What follows belongs to an exercise in optimizing a design on an open flow for small area, a short achievable clock period and few clock cycles per item; a production flow would make more cautious choices.
RTL that was checked went through simulation tests only; none was proved equivalent to the original.
Power figures rest on the tool's default switching activity, not on a simulated workload.

==> maple <==
// muxcodec_quant
module muxcodec_quant (
    input  wire        clk,
    input  wire        rst,         
    input  wire        in_valid,
    output wire        in_ready,
    input  wire        in_op,       
    input  wire [2:0]  in_res,      
    input  wire [2:0]  in_qty,      
    input  wire [63:0] in_din,
    output reg         out_valid,
    output reg  [63:0] out_dout,
    output reg  [2:0]  out_err      
);
==> flow/config.mk <==
export PLATFORM = sky130hd
export DESIGN_NAME = muxcodec_quant
export DESIGN_NICKNAME = muxcodec_quant
export VERILOG_FILES = /design/flow/design.v
export SDC_FILE = /design/flow/constraint.sdc
export NUM_CORES = 4
export LEC_CHECK = 0
export CAP_MARGIN = 20
export CORE_MARGIN = 2
export CORE_UTILIZATION = 40
export SETUP_SLACK_MARGIN = 4.5
export SLEW_MARGIN = 20
==> flow/constraint.sdc <==
create_clock -name core_clock -period 9.0 [get_ports {clk}]
set_input_delay 1.8000 -clock core_clock [delete_from_list [all_inputs] [get_ports {clk}]]
set_output_delay 1.8000 -clock core_clock [all_outputs]
set_load 0.01 [all_outputs]
run.sh (not shown) runs the stock make flow with config.mk's settings and CLKGATE_MAP_FILE= SYNTH_SCRIPT=/design/flow/synth_recipe.tcl, a recipe that flattens the netlist after the stock synthesis.
==> zinc: changes against maple <==
--- a/flow/design.v
+++ b/flow/design.v
@@ -34,16 +34,17 @@
     reg         g1, g0;     
     reg         stk;        
     reg         up;         
     reg         sat;        
     reg  [54:0] A;          
     reg  [31:0] B;          
     reg  [10:0] X;          
     reg  [5:0]  T;          
+    wire [53:0] inc_out;    
     assign in_ready = ~busy;
     wire accept = in_valid & ~busy;
     reg  [51:0] rom_m;
     reg  [54:0] rom_m3;
     reg  [10:0] rom_c1, rom_cs;
     always @(*) begin
         case ({qty, res})
             5'b000_00: begin rom_m = 52'h47AE147AE147B; rom_m3 = 55'h3D70A3D70A3D71; rom_c1 = 11'd1015; rom_cs = 11'd1024; end
@@ -98,16 +99,54 @@
             5'b110_01: i_c0 = 11'd1011;
             5'b110_10: i_c0 = 11'd1001;
             5'b111_00: i_c0 = 11'd1021;
             5'b111_01: i_c0 = 11'd1017;
             5'b111_10: i_c0 = 11'd1011;
             default:   i_c0 = 11'd1021;
         endcase
     end
+    function [55:0] add55;
+        input [54:0] a, b;
+        input        cin;
+        reg   [55:0] g, p, pg;
+        integer      l, k, j;
+        begin
+            g[0] = cin; p[0] = 1'b0;
+            for (k = 1; k < 56; k = k + 1) begin
+                g[k] = a[k-1] & b[k-1];
+                p[k] = a[k-1] ^ b[k-1];
+            end
+            pg = p;
+            for (l = 0; l < 6; l = l + 1)
+                for (k = 0; k < 56; k = k + 1)
+                    if (((k >> l) & 1) != 0) begin
+                        j = ((k >> l) << l) - 1;
+                        g[k]  = g[k] | (pg[k] & g[j]);
+                        pg[k] = pg[k] & pg[j];
+                    end
+            add55 = {g[55], p[55:1] ^ g[54:0]};
+        end
+    endfunction
+    function [53:0] inc54;
+        input [53:0] a;
+        input        cin;
+        reg   [54:0] c;
+        integer      l, k, j;
+        begin
+            c = {a, cin};
+            for (l = 0; l < 6; l = l + 1)
+                for (k = 0; k < 55; k = k + 1)
+                    if (((k >> l) & 1) != 0) begin
+                        j = ((k >> l) << l) - 1;
+                        c[k] = c[k] & c[j];
+                    end
+            inc54 = a ^ c[53:0];
+        end
+    endfunction
     wire        i_int  = ~in_res[2] & ~(in_res[1] & in_res[0]);
     wire        i_flt  = (in_res == 3'd3);
     wire [10:0] i_e64  = in_din[62:52];
     wire [7:0]  i_e32  = in_din[30:23];
     wire        i_f2f_sub = (i_e64[10:5] == 6'b011011) | (i_e64 == 11'd896);
     wire        i_f2d_sub = (i_e32 == 8'd0);
     wire        i_iter = i_int | (i_flt & (in_op ? i_f2d_sub : i_f2f_sub));
     reg  [31:0] i_k;
@@ -125,19 +164,19 @@
             i_krev[31 - i] = i_k[i];
     end
     wire        i_e32ff = (i_e32 == 8'hFF);
     wire [22:0] i_m32   = {in_din[22] | (i_e32ff & (|in_din[21:0])), in_din[21:0]};
     wire [10:0] i_x32   = i_e32ff ? 11'h7FF :
                           (i_e32 == 8'd0) ? 11'd897 :
                           {i_e32[7], ~i_e32[7], ~i_e32[7], ~i_e32[7], i_e32[6:0]};
     wire [52:0] d  = {1'b1, rom_m};
-    wire [55:0] S1 = {1'b0, A} + {1'b0, ~{2'b00, d}}       + 56'd1;    
-    wire [55:0] S2 = {1'b0, A} + {1'b0, ~{1'b0, d, 1'b0}}  + 56'd1;    
-    wire [55:0] S3 = {1'b0, A} + {1'b0, ~rom_m3}           + 56'd1;    
+    wire [55:0] S1 = add55(A, ~{2'b00, d},      1'b1);    
+    wire [55:0] S2 = add55(A, ~{1'b0, d, 1'b0}, 1'b1);    
+    wire [55:0] S3 = add55(A, ~rom_m3,          1'b1);    
     wire        ge1 = S1[55], ge2 = S2[55], ge3 = S3[55];
     wire        qb0 = ge2;                    
     wire        qb1 = ge3 | (ge1 & ~ge2);     
     wire        kr0    = B[31], kr1 = B[30];
     wire        km0    = (neg & seen) ? ~kr0 : kr0;
     wire        seen0  = seen | kr0;
     wire        km1    = (neg & seen0) ? ~kr1 : kr1;
     wire        seen1  = seen0 | kr1;
@@ -187,17 +226,17 @@
             2'd0:    begin q_max = 31'h7F;       q_top = B[7];  q_ones = &B[6:0];  end
             2'd1:    begin q_max = 31'h7FFF;     q_top = B[15]; q_ones = &B[14:0]; end
             default: begin q_max = 31'h7FFFFFFF; q_top = B[31]; q_ones = &B[30:0]; end
         endcase
     end
     wire        q_satf = sat | q_top | (up & q_ones);
     wire [31:0] q_base = q_satf ? {1'b0, q_max} : B;
     wire        q_u    = ~q_satf & up;
-    wire [31:0] q_val  = (neg ? ~q_base : q_base) + {31'd0, neg ^ q_u};
+    wire [31:0] q_val  = inc_out[31:0];
     reg  [63:0] q_dout;
     always @(*) begin
         case (res)
             2'd0:    q_dout = {56'd0, q_val[7:0]};
             2'd1:    q_dout = {48'd0, q_val[15:0]};
             default: q_dout = {32'd0, q_val};
         endcase
     end
@@ -218,36 +257,46 @@
             m_man = acc;                  m_rb = h1; m_sb = h0 | g1 | g0 | stk; m_adj = 2'd2;
         end else if (acc[51]) begin
             m_man = {acc[51:0], h1};      m_rb = h0; m_sb = g1 | g0 | stk;      m_adj = 2'd1;
         end else begin
             m_man = {acc[50:0], h1, h0};  m_rb = g1; m_sb = g0 | stk;           m_adj = 2'd0;
         end
     end
     wire        m_up   = m_rb & (m_sb | m_man[0]);
-    wire [53:0] m_rnd  = {1'b0, m_man} + {53'd0, m_up};
+    wire [53:0] m_rnd  = inc_out;
     wire [10:0] m_exp  = X + {9'd0, m_adj} + {10'd0, m_rnd[53]};
     wire [63:0] m_dout = {neg, m_exp, m_rnd[51:0]};
     wire [52:0] fm     = ~A[52:0];
     wire        f_rb   = fm[28];
     wire        f_sb   = (|fm[27:0]) | h1 | h0 | g1 | g0 | stk;
     wire        f_up   = f_rb & (f_sb | fm[29]);
     wire [7:0]  f_e8   = {~X[7], X[6:0]} & {8{fm[52]}};
-    wire [30:0] f_body = {f_e8, fm[51:29]} + {30'd0, f_up};
+    wire [30:0] f_body = inc_out[30:0];
     wire        f_nan  = |fm[51:0];
     reg  [31:0] f_out;
     always @(*) begin
         case (cst)
             C_ZERO:  f_out = {neg, 31'd0};
             C_INF:   f_out = {neg, 8'hFF, 23'd0};
             C_NAN:   f_out = f_nan ? {neg, 8'hFF, 1'b1, fm[50:29]} : {neg, 8'hFF, 23'd0};
             default: f_out = {neg, f_body};
         endcase
     end
     wire [63:0] d_dout = (cst == C_ZERO) ? {neg, 63'd0} : {neg, X, B[22:0], 29'd0};
+    reg  [53:0] inc_in;
+    reg         inc_c;
+    always @(*) begin
+        case (kind)
+            K_DIV:   begin inc_in = {22'd0, neg ? ~q_base : q_base}; inc_c = neg ^ q_u; end
+            K_MUL:   begin inc_in = {1'b0, m_man};                   inc_c = m_up;      end
+            default: begin inc_in = {23'd0, f_e8, fm[51:29]};       inc_c = f_up;      end
+        endcase
+    end
+    assign inc_out = inc54(inc_in, inc_c);
     reg  [63:0] r_dout;
     always @(*) begin
         if (err != 3'd0)
             r_dout = 64'd0;
         else begin
             case (kind)
                 K_DIV:   r_dout = (cst == C_INF) ? q_sent : q_dout;
                 K_MUL:   r_dout = (cst == C_ZERO) ? 64'd0 :
==> notes.md <==
	maple	zinc
Worst setup path startpoint	rom_m3[26]$_DFF_P_	B[9]$_DFFE_PP_
R2r startpoint	rom_m3[26]$_DFF_P_	B[9]$_DFFE_PP_
Power dissipated by switching net loads	6470 uW	5260 uW
Number of distinct library cells after synthesis	115	99
Result of the run	complete, no violations	complete, no violations
Number of buffers inserted by post-CTS setup repair	55	95
Area of the multi-input gates	0.0232 mm2	0.0203 mm2
Comb. pwr	8280 uW	6800 uW
Number of nets produced by synthesis	4553	3863
Largest stage delay, worst path	0.62 ns	0.73 ns
Final cell utilization of the core	0.463	0.488
Min Tclk post-route	4.44 ns	5.35 ns
Peak supply drop	0.144 mV	0.151 mV
Horizontal die dimension	281 um	263 um
Placement-stage worst setup slack	3.19 ns	2.94 ns
Hold endpoint	out_err[0]$_DFF_P_	out_err[1]$_DFF_P_
WL met1	59500 um	49600 um
R2R Path End	A[18]$_DFF_P_	out_dout[54]$_SDFF_PP0_
Post-synthesis share of cell area spent on full adders, half adders and majority gates	0.0872	0.109
Arrival time at the worst endpoint	4.86 ns	5.81 ns
Leakage dissipation	0.0135 uW	0.0130 uW
Area growth syn-to-layout	14.7%	21.2%
Testbench counts of maple, summed over its fixed seeds: cycles 71,988, items 12,000.
Only the layout flow was run in zinc; the RTL was not checked for function there.

* * *

==> inputs of 01-08 <==
Another version of the RTL of muxcodec_quant (not shown whole).
Settings: LEC_CHECK=0, CAP_MARGIN=20, CORE_MARGIN=2, CORE_UTILIZATION=40, SETUP_SLACK_MARGIN=4.5, SLEW_MARGIN=20; clock period 9.0 ns.
==> inputs of 04-20, as changes to 01-08 <==
- SETUP_SLACK_MARGIN: 4.5 -> 5
==> notes.md <==
| metric | 01-08 | 04-20 |
|---|---|---|
| Count of cell instances traversed by the critical path | 23 | 22 |
| Depth of the worst register-to-register path | 23 | 22 |
| Worst reg2reg path startpoint | qty[2] | res[1] |
| Min Clock Period, post-route | 5.50 ns | 5.40 ns |
| Int Pwr | 0.00440 W | 0.00428 W |
| Peak supply drop | 195 µV | 165 µV |
| Status | finished clean | finished clean |
| Largest net degree at the start of global routing | 74 | 91 |
| Fraction of power spent switching nets | 53.5% | 53.7% |
| Area post-placement | 27100 µm² | 27200 µm² |
| First-pass GRT wire length | 189 mm | 186 mm |
| Relative contribution of sequential cells to total power | 17.5% | 18.7% |
| Final worst-path setup slack | 3.50 ns | 3.60 ns |
| Via count of the routed design | 31500 | 31800 |
| Data arrival time of the critical path | 5.93 ns | 5.74 ns |
| Final Skew | 0.0182 ns | 0.0185 ns |
| Final weighted congestion in routability-driven placement | 1.08 | 1.01 |
| Clock network power | 0.000808 W | 0.000825 W |
| Worst flop-to-flop path endpoint | A[26] | A[43] |
| R2R setup slack | 3.50 ns | 3.60 ns |
| End point of the worst hold path | out_err[0] | out_err[1] |
No functional check of the RTL was part of any run of this note.

* * *

==> inputs of indigo <==
Another version of the RTL of muxcodec_quant (not shown whole).
make LEC_CHECK=0 CAP_MARGIN=20 CORE_MARGIN=2 CORE_UTILIZATION=40 SETUP_SLACK_MARGIN=4.5 SLEW_MARGIN=20 finish   # period 9.0 ns
==> willow (differences from indigo) <==
Settings changed: SETUP_SLACK_MARGIN 4.5 to not set.
==> notes <==
Clock skew is about the same in willow and indigo. In synthesized cell count, willow and indigo do not differ. Of willow and indigo, indigo has the higher first-iteration DRC count (gap about 2.4%, measured against indigo). Of willow and indigo, indigo has the higher total power (gap about 8%, measured against indigo).
No functional check of the RTL was part of any run of this note.

* * *

==> run a <==
muxcodec_quant, a different RTL version from the one above (not shown whole).
Design muxcodec_quant, start of the top module:
module muxcodec_quant (
    input  wire        clk,
    input  wire        rst,         
    input  wire        in_valid,
    output wire        in_ready,
    input  wire        in_op,       
    input  wire [2:0]  in_res,      
    input  wire [2:0]  in_qty,      
    input  wire [63:0] in_din,
    output reg         out_valid,
    output reg  [63:0] out_dout,
    output reg  [2:0]  out_err      
);
clock: 9.0 ns
lec_check: 0
cap_margin: 20
core_margin: 2
core_utilization: 60
setup_slack_margin: 4.5
slew_margin: 20
==> inputs of run b, as changes to run a <==
--- a/flow/design.v
+++ b/flow/design.v
@@ -320,13 +320,13 @@
         endcase
     end
     wire r1 = (kind == K_F2F) | k_one;
     always @(posedge clk) begin
         out_dout <= r_dout;
         out_err  <= err;
-        if (accept) begin
+        if (~busy) begin
             res   <= in_res[1:0];
             qty   <= in_qty;
             first <= 1'b1;
             fr    <= 1'b0;
             err   <= (in_res == 3'd4) ? 3'd3 : in_res[2] ? 3'd5 : 3'd0;
             h1    <= 1'b0;
==> flow/config.mk (replaced) <==
export PLATFORM = sky130hd
export DESIGN_NAME = muxcodec_quant
export DESIGN_NICKNAME = muxcodec_quant
export VERILOG_FILES = /design/flow/design.v
export SDC_FILE = /design/flow/constraint.sdc
export NUM_CORES = 4
export LEC_CHECK = 0
export ABC_AREA = 1
export CAP_MARGIN = 20
export CORE_MARGIN = 2
export CORE_UTILIZATION = 40
export SETUP_SLACK_MARGIN = 4.5
export SLEW_MARGIN = 20
==> comparison <==
- Routed wire length: run b is larger than run a (about 9%).
- Combinational power: run a is larger than run b (82%).
- Of run a and run b, run a has the higher sequential power (gap 34%, measured against run b).
- Via count: run b is larger than run a (8.0%).
- Of run b and run a, run b has the higher final area (gap about 5%, measured against run a).
- Worst setup slack: run a is worse than run b (92 ps).
- Of run a and run b, run b has the higher register-to-register slack (gap 90 ps).
- In run b the core utilization is lower than in run a, by 25 points.
- Against run b, the die area of run a is lower by 38%.
- Between run b and run a, the lower sequential share of layout area is in run b (gap 1.1 points).
- In run a the first-iteration DRC count is higher than in run b, by about 14%.
No run of this note included a check of the RTL's function; only the layout flow was run.

* * *

==> wip/indigo <==
Another version of the RTL of muxcodec_quant (not shown whole).
// muxcodec_quant
module muxcodec_quant (
    input  wire        clk,
    input  wire        rst,         
    input  wire        in_valid,
    output wire        in_ready,
    input  wire        in_op,       
    input  wire [2:0]  in_res,      
    input  wire [2:0]  in_qty,      
    input  wire [63:0] in_din,
    output reg         out_valid,
    output reg  [63:0] out_dout,
    output reg  [2:0]  out_err      
);
make LEC_CHECK=0 CAP_MARGIN=10 CORE_MARGIN=2 CORE_UTILIZATION=40 SETUP_SLACK_MARGIN=4.5 SLEW_MARGIN=10 finish   # period 9.0 ns
==> inputs of wip/garnet, as changes to wip/indigo <==
==> flow/config.mk (replaced) <==
export PLATFORM = sky130hd
export DESIGN_NAME = muxcodec_quant
export DESIGN_NICKNAME = muxcodec_quant
export VERILOG_FILES = /design/flow/design.v
export SDC_FILE = /design/flow/constraint.sdc
export NUM_CORES = 4
export LEC_CHECK = 0
export CAP_MARGIN = 20
export CORE_MARGIN = 2
export CORE_UTILIZATION = 50
export SETUP_SLACK_MARGIN = 4.5
export SLEW_MARGIN = 20
==> inputs of wip/delta, as changes to wip/indigo <==
--- a/flow/design.v
+++ b/flow/design.v
@@ -15,17 +15,16 @@
     localparam [1:0] K_MUL = 2'd1;    
     localparam [1:0] K_F2F = 2'd2;    
     localparam [1:0] K_F2D = 2'd3;    
     localparam [1:0] C_NONE = 2'd0;
     localparam [1:0] C_ZERO = 2'd1;   
     localparam [1:0] C_INF  = 2'd2;   
     localparam [1:0] C_NAN  = 2'd3;   
     reg         busy;       
-    reg         rdy;        
     reg         fin;        
     reg         first;      
     reg         fr;         
     reg  [1:0]  kind;
     reg  [2:0]  err;        
     reg  [1:0]  cst;        
     reg  [1:0]  res;
     reg  [2:0]  qty;
@@ -37,17 +36,17 @@
     reg         fst;        
     reg         up;         
     reg         sat;        
     reg  [54:0] A;          
     reg  [31:0] B;          
     reg  [10:0] X;          
     reg  [5:0]  T;          
     wire [53:0] inc_out;    
-    assign in_ready = rdy;
+    assign in_ready = ~busy;
     wire accept = in_valid & ~busy;
     reg  [51:0] rom_m;
     reg  [54:0] rom_m3;
     reg  [10:0] rom_c1, rom_cs;
     always @(*) begin
         case ({qty, res})
             5'b000_00: begin rom_m = 52'h47AE147AE147B; rom_m3 = 55'h3D70A3D70A3D71; rom_c1 = 11'd1015; rom_cs = 11'd1024; end
             5'b000_01: begin rom_m = 52'hA36E2EB1C432D; rom_m3 = 55'h4EA4A8C154C987; rom_c1 = 11'd1008; rom_cs = 11'd1025; end
@@ -416,27 +415,24 @@
                 default: begin
                     B <= {B[30:0], 1'b0};
                     if (first & (B[22:0] == 23'd0)) cst <= C_ZERO;
                 end
             endcase
         end
         if (rst) begin
             busy      <= 1'b0;
-            rdy       <= 1'b1;
             fin       <= 1'b0;
             out_valid <= 1'b0;
         end else begin
             out_valid <= fin;
             if (accept) begin
                 busy <= i_iter;
-                rdy  <= ~i_iter;
                 fin  <= ~i_iter;
             end else if (busy) begin
                 busy <= ~done;
-                rdy  <= done;
                 fin  <= done;
             end else begin
                 fin  <= 1'b0;
             end
         end
     end
 endmodule
==> flow/config.mk (replaced) <==
export PLATFORM = sky130hd
export DESIGN_NAME = muxcodec_quant
export DESIGN_NICKNAME = muxcodec_quant
export VERILOG_FILES = /design/flow/design.v
export SDC_FILE = /design/flow/constraint.sdc
export NUM_CORES = 4
export LEC_CHECK = 0
export CAP_MARGIN = 20
export CORE_MARGIN = 2
export CORE_UTILIZATION = 40
export SETUP_SLACK_MARGIN = 5
export SLEW_MARGIN = 20
==> flow_summary_export.csv <==
group,metric,value,unit
finish,sh_seq_area,19.9,%
run_status,status,"no timing/DRC/antenna violations",
synthesis,synth-compound-area-share,28.4,%
route,maxUsedRoutingLayer,"met5",
route,vias,29939,
finish,clkCellAreaFrac,3.75,%
timing,hold_ws,437,ps
power_and_ir_drop,seqPwrFrac,24.6,%
place,hpwl,92.1,mm
The numbers above come from wip/garnet.

==> flow_summary_export.csv <==
group,metric,value,unit
hold_path,min_to,"out_err[1]",
synthesis,ys_seq_area_share,23.3,%
floorplanning,pin_count,143,
finish,clkCellAreaFrac,3.62,%
route,maxUsedRoutingLayer,"met4",
power_and_ir_drop,seqPwrFrac,25.2,%
synthesis,synth-compound-area-share,28.4,%
synthesis,yosysTopAreaCellShare,18.2,%
run_status,status,"no timing/DRC/antenna violations",
route,wl,120,mm
place,hpwl,89.8,mm
The numbers above come from wip/indigo.

==> flow_summary_export.csv <==
group,metric,value,unit
route,vias,30586,
synthesis,synth-adder-area-share,11.1,%
power_and_ir_drop,seqPwrFrac,21.4,%
finish,clkCellAreaFrac,3.49,%
synthesis,synth-compound-area-share,28.4,%
route,maxUsedRoutingLayer,"met5",
timing,hold_ws,371,ps
run_status,status,"no timing/DRC/antenna violations",
place,hpwl,88.9,mm
The numbers above come from wip/delta.

Testbench counts of wip/indigo, summed over its fixed seeds: cycles 71,988, items 12,000.
Testbench counts of wip/garnet, summed over its fixed seeds: cycles 71,988, items 12,000.
For wip/delta, only the layout was checked, not whether the RTL still works.

==> afterwards: timing with drivers on the ports <==
The results above use ideal ports. As a check the final layouts listed here were re-extracted and re-timed, cells and wires unchanged.
Step 1, drivers: a clkbuf_16 drives clk and a buf_2 each remaining input, both assumed.
Step 2 also shifts input and output timing later by t, the mid clock arrival at the registers, as if the neighbouring blocks saw the same clock.
a / b / c = no drivers / after step 1 / after step 2; a / b = the first two.
run	t (ns)	setup WS [ns]	worst setup path after step 2
maple	0.625	4.564 / 4.564 / 3.997	input to register
zinc	0.641	3.651 / 3.651 / 3.651	register to register
01-08	0.563	3.499 / 3.499 / 3.499	register to register
04-20	0.569	3.604 / 3.604 / 3.604	register to register
indigo	0.669	4.442 / 4.442 / 3.931	input to register
willow	0.666	2.607 / 2.607 / 2.607	register to register
run a	0.623	4.494 / 4.494 / 3.974	input to register
run b	0.628	4.586 / 4.590 / 3.972	input to register
wip/indigo	0.607	4.468 / 4.468 / 4.149	input to register
wip/garnet	0.638	4.459 / 4.459 / 3.936	input to register
wip/delta	0.640	4.754 / 4.754 / 4.332	input to register
After both steps setup and hold are still met in every run listed. For run b, which loses most, drivers alone change the setup slack by +0.004 ns; drivers and shift together by -0.614 ns.
